This is an optimization exercise on Yosys and OpenROAD, whose aim is small area, a short achievable clock period and few clock cycles per item, not a production implementation.
Function was checked by simulation only, so behaviour that the tests miss may differ from the original.
Power and IR drop assume default switching activity.

==> flow/design.v, too long to show whole: its modules and the start of the top module <==
// module ffc_core: 1164 lines
module ffc_core (
    input  wire        clk,
    input  wire        rst_n,
    output wire        init_done,
    input  wire        cmd_valid,
    output wire        cmd_ready,
    input  wire [7:0]  cmd_op,
    input  wire [95:0] cmd_a,
    output wire        rsp_valid,
    input  wire        rsp_ready,
    output wire [95:0] rsp_data,
    output wire [7:0]  rsp_status
);
  // ...
==> flow/run.sh <==
#!/bin/bash
# synth_recipe.tcl (not shown) runs the flow's synth.tcl, then flattens the netlist and writes it again
# the make line also repeats each setting of config.mk as NAME=value (left out here)
make -C /OpenROAD-flow-scripts/flow DESIGN_CONFIG=/design/flow/config.mk WORK_HOME=/design/flow/orfs CLKGATE_MAP_FILE= SYNTH_SCRIPT=/design/flow/synth_recipe.tcl finish
==> flow/config.mk <==
export PLATFORM = sky130hd
export DESIGN_NAME = ffc_core
export DESIGN_NICKNAME = ffc_core
export VERILOG_FILES = /design/flow/design.v
export SDC_FILE = /design/flow/constraint.sdc
export NUM_CORES = 4
export LEC_CHECK = 0
export CAP_MARGIN = 20
export CORE_MARGIN = 2
export CORE_UTILIZATION = 55
export SETUP_SLACK_MARGIN = 5
export SLEW_MARGIN = 20
export SYNTH_MEMORY_MAX_BITS = 16384
==> flow/constraint.sdc <==
create_clock -name core_clock -period 13.0 [get_ports {clk}]
set_input_delay 2.6000 -clock core_clock [delete_from_list [all_inputs] [get_ports {clk}]]
set_output_delay 2.6000 -clock core_clock [all_outputs]
set_load 0.01 [all_outputs]
==> out/qor.csv, run 1 <==
stage,metric,value,unit
outcome,status,timing/DRC/antenna clean,
layout,final net count,4504,
logic_synthesis,Mean Syn Cell Area,7.601,um2
place,placed cells,4799,
power_and_ir_drop,switch share,0.3954,
cts,Post-CTS Setup Repair Bufs,36,
power_and_ir_drop,Clock power frac,0.251,
worst_setup_path,Setup crit start,retry$_SDFFE_PP0P_,
layout,Largest register FFs,92,
timing,unrepaired setup endpoints after global routing,true,
worst_setup_path,CP startpoint kind,flip-flop,
place,HPWL after DPL,131400,um
cts,H-tree depth,1,
power_and_ir_drop,NetSw,1.409,mW
logic_synthesis,Post-synth top flop,edfxtp_1,
timing,Max-slew headroom,0.1934,
layout,fin util,0.6501,
layout,most frequent cells in the layout,"nand2_1, nor2_1, nand3_1, a21oi_1, o21ai_0",
power_and_ir_drop,PD cells,99.15,nW/um2
cts,post-cts resize count,36,
power_and_ir_drop,Int Pwr,2.155,mW
worst_setup_path,Crit. End Element,flip-flop,
logic_synthesis,Seq cells post-synth,264,
logic_synthesis,YS warnings,1,
routing,Total Routed Length,170900,um
worst_setup_path,family with the most delay on the worst path,simple AND/OR/NAND/NOR gates,
logic_synthesis,Synth area leader,edfxtp_1,
routing,wire length per cell,34.24,um
power_and_ir_drop,Lkg Pwr,13.89,nW
hold_path,hold endpoint,out_cls[1]$_DFFE_PP_,
grt,initial antenna violation count,11,
cts,CTS root buf,clkbuf_16,
layout,Layout Cells excl Fill,4993,
worst_setup_path,R2R depth,24,
layout,Synth-to-Final Area Change,16.45,%
timing,Worst-Margin Slew,1197,ps
layout,Reg with most FFs,out_data,
cts,clock buffer depth,3,
logic_synthesis,Post-synth ARST share,0,
grt,vias in the first global route,33313,
power_and_ir_drop,Comb pwr share,0.377,
layout,top flop regs,"out_data x92, cw x81, acc x65",
grt,GRT Util Overall,0.5627,
power_and_ir_drop,power share of the sequential group,0.372,
Testbench counts, summed over its fixed seeds: cycles 19,748, items 4,800.
==> run 2, diff against run 1 <==
==> flow/flow/run.sh (new file) <==
#!/bin/bash
set -euo pipefail
MARGIN=$(cat "$(dirname "$0")/setup_margin")
bash standard.sh SETUP_SLACK_MARGIN="$MARGIN" finish > standard_flow.log 2>&1
==> flow/flow/setup_margin (new file) <==
8
==> flow/standard.sh (new file) <==
#!/bin/bash
# synth_recipe.tcl (not shown) runs the flow's synth.tcl, then flattens the netlist and writes it again
# the make line also repeats each setting of config.mk as NAME=value (left out here)
make -C /OpenROAD-flow-scripts/flow DESIGN_CONFIG=/design/flow/config.mk WORK_HOME=/design/flow/orfs CLKGATE_MAP_FILE= SYNTH_SCRIPT=/design/flow/synth_recipe.tcl "${@:-finish}"
--- a/flow/config.mk
+++ b/flow/config.mk
@@ -8,6 +8,5 @@
 export CAP_MARGIN = 20
 export CORE_MARGIN = 2
 export CORE_UTILIZATION = 55
-export SETUP_SLACK_MARGIN = 5
 export SLEW_MARGIN = 20
 export SYNTH_MEMORY_MAX_BITS = 16384
removed: flow/run.sh
==> run 2 against run 1 <==
The run now fails in global routing (5_1_grt). Area after synthesis is the same. Synthesized cell count is the same.
==> out/qor.csv, run 2 <==
stage,metric,value,unit,change
outcome,status,did not finish,,
outcome,Exit stage,global routing (5_1_grt),,
outcome,Halt Reason,[ERROR GRT-0116] Global routing finished with congestion. Check the congestion regions in the DRC Viewer.,,
logic_synthesis,Syn Inst Count,4062,,
place,gpl congestion,1.177,,
logic_synthesis,Mean Syn Cell Area,7.601,um2,unchanged
place,port buffer count,205,,
logic_synthesis,Post-synth top flop,edfxtp_1,,
grt,total grt overflow,322,,
logic_synthesis,most common cell in the netlist,nand2_1,,
die,die height,240.9,um,
logic_synthesis,most frequent cells after synthesis,"nand2_1, nor2_1, nand3_1",,
logic_synthesis,"Seq/Total Area, Yosys",0.2545,,
logic_synthesis,Compound-Gate Fraction of Synth Area,0.2259,,
die,Die Width,240.9,um,
logic_synthesis,largest cells by area after synthesis,"edfxtp_1, nand2_1, nand3_1",,
cts,CTS root buf,clkbuf_16,,
grt,GRT Util Overall,0.8372,,
logic_synthesis,YS warnings,1,,unchanged
logic_synthesis,Seq cells post-synth,264,,unchanged
place,HPWL after DPL,130700,um,-0.55%
cts,TritonCTS Sinks,264,,
cts,H-tree depth,1,,unchanged
logic_synthesis,Synth area leader,edfxtp_1,,
place,placed cells,4798,,-0.021%
logic_synthesis,mux share of post-synthesis cell area,0.02456,,
die,row cnt,86,,
logic_synthesis,post-synthesis cell area,30870,um2,
logic_synthesis,Cell variety after synth,96,,
grt,first-pass GRT wire length,358200,um,
die,I/O Pins,215,,
logic_synthesis,main combinational cell family by area after synthesis,simple AND/OR/NAND/NOR gates,,
die,Starting Density,0.5582,,
logic_synthesis,adder-cell share of the synthesized area,0.09211,,
grt,largest net degree at the start of global routing,58,,
logic_synthesis,Simple-Gate Fraction of Synth Area,0.3101,,
cts,CTS Buf Count,30,,
logic_synthesis,post-synth top area share,0.2500,,
logic_synthesis,area share of xor/xnor cells in the synthesized design,0.03631,,
logic_synthesis,Post-synth ARST share,0,,unchanged
cts,hold-fix buffers at CTS,0,,
cts,clock buffer depth,3,,unchanged
logic_synthesis,Post-synth EDFFs,257,,
grt,vias in the first global route,48867,,
-- run 2: cells by family after synthesis --
| logic type | after synthesis |
|---|---|
| compound gates | 1081 |
| xor+xnor | 128 |
| fa+ha+maj | 185 |
| buf+inv | 438 |
| flops | 264 |
| mux | 69 |
| other cells | 1 |
| simple gates | 1896 |
-- run 2: power by group through the flow --
stage | combinational [mW] | sequential [mW] | clock, mW
2_1_floorplan | 0.612 | 1.33 | 0
3_3_place_gp | 1.24 | 1.33 | 0
3_5_place_dp | 1.26 | 1.33 | 0
4_1_cts | 1.93 | 1.32 | 0.864
-- run 2: worst min-delay path by stage --
stage	from	to	slack, ps
4_1_cts	cls_r[0]$_DFFE_PP_	out_cls[0]$_DFFE_PP_	420
3_3_place_gp	cls_r[2]$_DFFE_PP_	out_cls[2]$_DFFE_PP_	400
3_5_place_dp	cls_r[2]$_DFFE_PP_	out_cls[2]$_DFFE_PP_	410
2_1_floorplan	cls_r[0]$_DFFE_PP_	out_cls[0]$_DFFE_PP_	400
-- run 2: stage by stage --
step	setup slack, ps	cell area [um2]	total power, mW
after floorplan	5622	32350	1.942
after global placement	4151	34370	2.565
after detailed placement	4050	34370	2.594
after CTS	5845	43110	4.107
-- run 2: repair_timing --
| action | CTS |
|---|---|
| gates resized for setup | 1059 |
| endpoints found under the setup margin | 512 |
| pin swaps | 177 |
| gates cloned | 67 |
| setup buffers | 331 |
-- run 2: metal layers --
| layer | overflow | global-route usage |
|---|---|---|
| met5 | 9 | 0.5909 |
| met4 | 101 | 0.7787 |
| met3 | 52 | 0.7534 |
| met2 | 117 | 0.9377 |
| met1 | 43 | 0.8508 |

[port drivers added, routing unchanged]
How much do the figures lean on ideal ports? The routed layout below was timed once more, with nothing changed but the port constraints.
Step 1: set_driving_cell puts a clkbuf_16 on clk and a buf_2 on each other input, an assumption about the parent block.
Step 2 moves the port delays by t, midway between the first and last clock arrival at a register: inputs arrive t later, outputs are due t later. That takes back most of the time a late clock gives input paths.
Three values: no drivers, after step 1, after step 2; two values: the first two.
run: run 1
shift t [ns]: 0.687
setup WS [ns]: 4.803 / 4.803 / 4.604
clock arrival spread, ns: 0.059 / 0.058
After both steps setup and hold are still met in run 1. For run 1, drivers alone change the setup slack by 0.000 ns; drivers and shift together by -0.199 ns.
